Source: an optimization exercise on an open RTL-to-GDS flow (aim: small area, a short achievable clock period and few clock cycles per item). Production flows keep margins and buffers that such runs may drop.
Only simulation tests tie the RTL to the original design; equivalence was not proved.

==> flow/design.v <==
module sm3_core (
    input  wire         clk,
    input  wire         rst,         
    input  wire         in_valid,
    output wire         in_ready,
    input  wire         in_init,     
    input  wire [511:0] in_block,    
    output reg          out_valid,
    output wire [255:0] out_digest   
);
    localparam [255:0] IV = {32'h7380166f, 32'h4914b2b9, 32'h172442d7, 32'hda8a0600,
                             32'ha96f30bc, 32'h163138aa, 32'he38dee4d, 32'hb0fb0e4e};
    localparam [31:0] T0 = 32'h79cc4519;
    localparam [31:0] T1 = 32'h7a879d8a;
    function [31:0] rotl;
        input [31:0] x;
        input [4:0]  n;
        begin
            rotl = (x << n) | (x >> (6'd32 - {1'b0, n}));
        end
    endfunction
    function [31:0] p0;
        input [31:0] x;
        begin
            p0 = x ^ rotl(x, 5'd9) ^ rotl(x, 5'd17);
        end
    endfunction
    function [31:0] p1;
        input [31:0] x;
        begin
            p1 = x ^ rotl(x, 5'd15) ^ rotl(x, 5'd23);
        end
    endfunction
    function [31:0] ks_add;
        input [31:0] x;
        input [31:0] y;
        reg [31:0] gn, pn, gk, pk;
        integer l, n;
        begin
            gk = x & y;
            pk = x ^ y;
            for (l = 1; l < 32; l = l * 2) begin
                gn = gk;
                pn = pk;
                for (n = l; n < 32; n = n + 1) begin
                    gn[n] = gk[n] | (pk[n] & gk[n-l]);
                    pn[n] = pk[n] & pk[n-l];
                end
                gk = gn;
                pk = pn;
            end
            ks_add = x ^ y ^ {gk[30:0], 1'b0};
        end
    endfunction
    function [31:0] ks_add3;
        input [31:0] x;
        input [31:0] y;
        input [31:0] z;
        reg [31:0] cy;
        begin
            cy      = (x & y) | (x & z) | (y & z);
            ks_add3 = ks_add(x ^ y ^ z, {cy[30:0], 1'b0});
        end
    endfunction
    reg          busy;
    reg  [5:0]   cnt;                    
    reg  [31:0]  a, b, c, d, e, f, g, h;  
    reg  [31:0]  tj;                     
    reg          early;                  
    reg  [255:0] v;                      
    reg  [2:0]   ph;                     
    reg          vflag;                  
    reg  [31:0]  w [0:15];               
    wire last = (cnt == 6'd63);
    wire fin  = busy && last;
    assign in_ready   = (ph == 3'd7) && (!busy || last);
    assign out_digest = v;
    wire acc = in_valid && in_ready;
    wire [31:0] a12   = rotl(a, 5'd12);
    wire [31:0] ss1   = rotl(a12 + e + tj, 5'd7);
    wire [31:0] ss2   = ss1 ^ a12;
    wire [31:0] ff    = early ? (a ^ b ^ c) : ((a & b) | (a & c) | (b & c));
    wire [31:0] gg    = early ? (e ^ f ^ g) : ((e & f) | (~e & g));
    wire [31:0] x1    = ks_add3(ff, d, w[0] ^ w[4]);
    wire [31:0] x2    = ks_add3(gg, h, w[0]);
    wire [31:0] tt1   = x1 + ss2;
    wire [31:0] tt2   = x2 + ss1;
    wire [255:0] rs   = {tt1, a, rotl(b, 5'd9), c, p0(tt2), e, rotl(f, 5'd19), g};
    wire [31:0] wn = p1(w[0] ^ w[7] ^ rotl(w[13], 5'd15)) ^ rotl(w[3], 5'd7) ^ w[10];
    wire [255:0] vrot = {v[223:0], v[255:224]};       
    wire [255:0] v0   = vflag ? IV : vrot;            
    wire [255:0] vnew = v0 ^ (fin ? rs : 256'd0);     
    wire [255:0] base = in_init ? IV : vnew;          
    integer i;
    always @(posedge clk) begin
        if (acc) begin
            for (i = 0; i < 16; i = i + 1)
                w[i] <= in_block[511 - 32*i -: 32] ^ {32{i[0]}};
            {a, b, c, d, e, f, g, h} <= base;
            tj <= T0;
            early <= 1'b1;
        end else begin
            for (i = 0; i < 15; i = i + 1)
                w[i] <= ~w[i+1];
            w[15] <= wn;
            {a, b, c, d, e, f, g, h} <= rs;
            tj <= (cnt == 6'd15) ? rotl(T1, 5'd16) : rotl(tj, 5'd1);
            if (cnt == 6'd15)
                early <= 1'b0;
        end
        v <= vnew;
        if (rst) begin
            busy      <= 1'b0;
            cnt       <= 6'd0;
            ph        <= 3'd7;
            vflag     <= 1'b1;
            out_valid <= 1'b0;
        end else begin
            ph        <= ph + 3'd1;
            out_valid <= fin;
            if (acc) begin
                busy <= 1'b1;
                cnt  <= 6'd0;
                if (in_init)
                    vflag <= 1'b1;
                else if (busy)
                    vflag <= 1'b0;
            end else begin
                cnt <= cnt + 6'd1;
                if (fin) begin
                    busy  <= 1'b0;
                    vflag <= 1'b0;
                end
            end
        end
    end
endmodule
export LEC_CHECK = 0
export ABC_AREA = 1
export CAP_MARGIN = 35
export CORE_MARGIN = 2
export CORE_UTILIZATION = 50
export CTS_BUF_LIST = sky130_fd_sc_hd__clkbuf_4 sky130_fd_sc_hd__clkbuf_8
export SETUP_SLACK_MARGIN = 5
export SLEW_MARGIN = 35
export TNS_END_PERCENT = 0
create_clock -name core_clock -period 10.0 [get_ports {clk}]
standard.sh (not shown) runs the stock make flow with config.mk's settings and CLKGATE_MAP_FILE= SYNTH_SCRIPT=/design/flow/synth_recipe.tcl, a recipe that flattens the netlist after the stock synthesis.
==> flow/flow/run.sh <==
#!/bin/bash
# The standard layout (the standard.sh: ORFS synthesis to final layout,
# unchanged), except that the port buffers buffer_ports inserts during
# placement are the platform's smallest buffer, buf_1, instead of its default
# choice. Every input and output port still gets its own buffer; the resizer
# may size them up later like any other cell.
set -euo pipefail
export BUFFER_PORTS_ARGS="-buffer_cell sky130_fd_sc_hd__buf_1"
bash standard.sh > standard.log 2>&1
Testbench counts at the start, summed over its fixed seeds: cycles 24,640, items 384.
Edit:
--- a/flow/design.v
+++ b/flow/design.v
@@ -53,14 +53,4 @@
         end
     endfunction
-    function [31:0] ks_add3;
-        input [31:0] x;
-        input [31:0] y;
-        input [31:0] z;
-        reg [31:0] cy;
-        begin
-            cy      = (x & y) | (x & z) | (y & z);
-            ks_add3 = ks_add(x ^ y ^ z, {cy[30:0], 1'b0});
-        end
-    endfunction
     reg          busy;
     reg  [5:0]   cnt;                    
@@ -68,4 +58,6 @@
     reg  [31:0]  tj;                     
     reg          early;                  
+    reg  [31:0]  hw;                     
+    reg  [31:0]  dw;                     
     reg  [255:0] v;                      
     reg  [2:0]   ph;                     
@@ -82,6 +74,6 @@
     wire [31:0] ff    = early ? (a ^ b ^ c) : ((a & b) | (a & c) | (b & c));
     wire [31:0] gg    = early ? (e ^ f ^ g) : ((e & f) | (~e & g));
-    wire [31:0] x1    = ks_add3(ff, d, w[0] ^ w[4]);
-    wire [31:0] x2    = ks_add3(gg, h, w[0]);
+    wire [31:0] x1    = ks_add(ff, dw);
+    wire [31:0] x2    = ks_add(gg, hw);
     wire [31:0] tt1   = x1 + ss2;
     wire [31:0] tt2   = x2 + ss1;
@@ -92,4 +84,9 @@
     wire [255:0] vnew = v0 ^ (fin ? rs : 256'd0);     
     wire [255:0] base = in_init ? IV : vnew;          
+    wire        sel  = !busy || last;
+    wire [31:0] blk0 = in_block[511:480];
+    wire [31:0] blk4 = in_block[383:352];
+    wire [31:0] hw_n = (sel ? base[31:0]    : g) + (sel ? blk0          : ~w[1]);
+    wire [31:0] dw_n = (sel ? base[159:128] : c) + (sel ? (blk0 ^ blk4) : (w[1] ^ w[5]));
     integer i;
     always @(posedge clk) begin
@@ -110,4 +107,6 @@
         end
         v <= vnew;
+        hw <= hw_n;
+        dw <= dw_n;
         if (rst) begin
             busy      <= 1'b0;
The new run passed the timing, design-rule and antenna checks.
Die area increases by 4.4%.
Design area increases by 1.1%.
Wire length increases by about 2%.
Cell count increases by 5.4%.
Worst setup slack improved by 190 ps.
Area after synthesis increases by about 4.4%.
Global-route usage decreases by 0.72 points.
Sequential cell count does not change.
Sequential share of layout area decreases by 0.40 points.
First-iteration DRC count decreases by about 2%.
Testbench counts after the change, summed over its fixed seeds: cycles 24,640, items 384.

separate check: timing with driven ports:
In the flow no input, the clock included, has a driving cell. The finished layouts below were timed again as built, in two steps. Step 1 (the two cells are an assumption about what drives the block):
set clk [get_ports {clk}]
set_driving_cell -lib_cell sky130_fd_sc_hd__clkbuf_16 $clk
set_driving_cell -lib_cell sky130_fd_sc_hd__buf_2 [delete_from_list [all_inputs] $clk]
Step 2 also shifts input and output timing later by t, the mid clock arrival at the registers, as if the neighbouring blocks saw the same clock. Slacks: no drivers / after step 1 / after step 2; pairs: no drivers / after step 1.
| run | shift t [ns] | setup slack, ns | worst hold slack (ns) | worst register clock-pin slew, ns |
|---|---|---|---|---|
| the first run | 0.975 | 4.618 / 4.618 / 4.618 | 0.390 / 0.390 / 0.390 | 0.07 / 0.07 |
| the second run | 0.967 | 4.804 / 4.804 / 3.953 | 0.395 / 0.395 / 0.395 | 0.07 / 0.07 |
After both steps setup and hold are still met in every run listed. For the second run, which loses most, drivers alone change the setup slack by 0.000 ns; drivers and shift together by -0.851 ns.
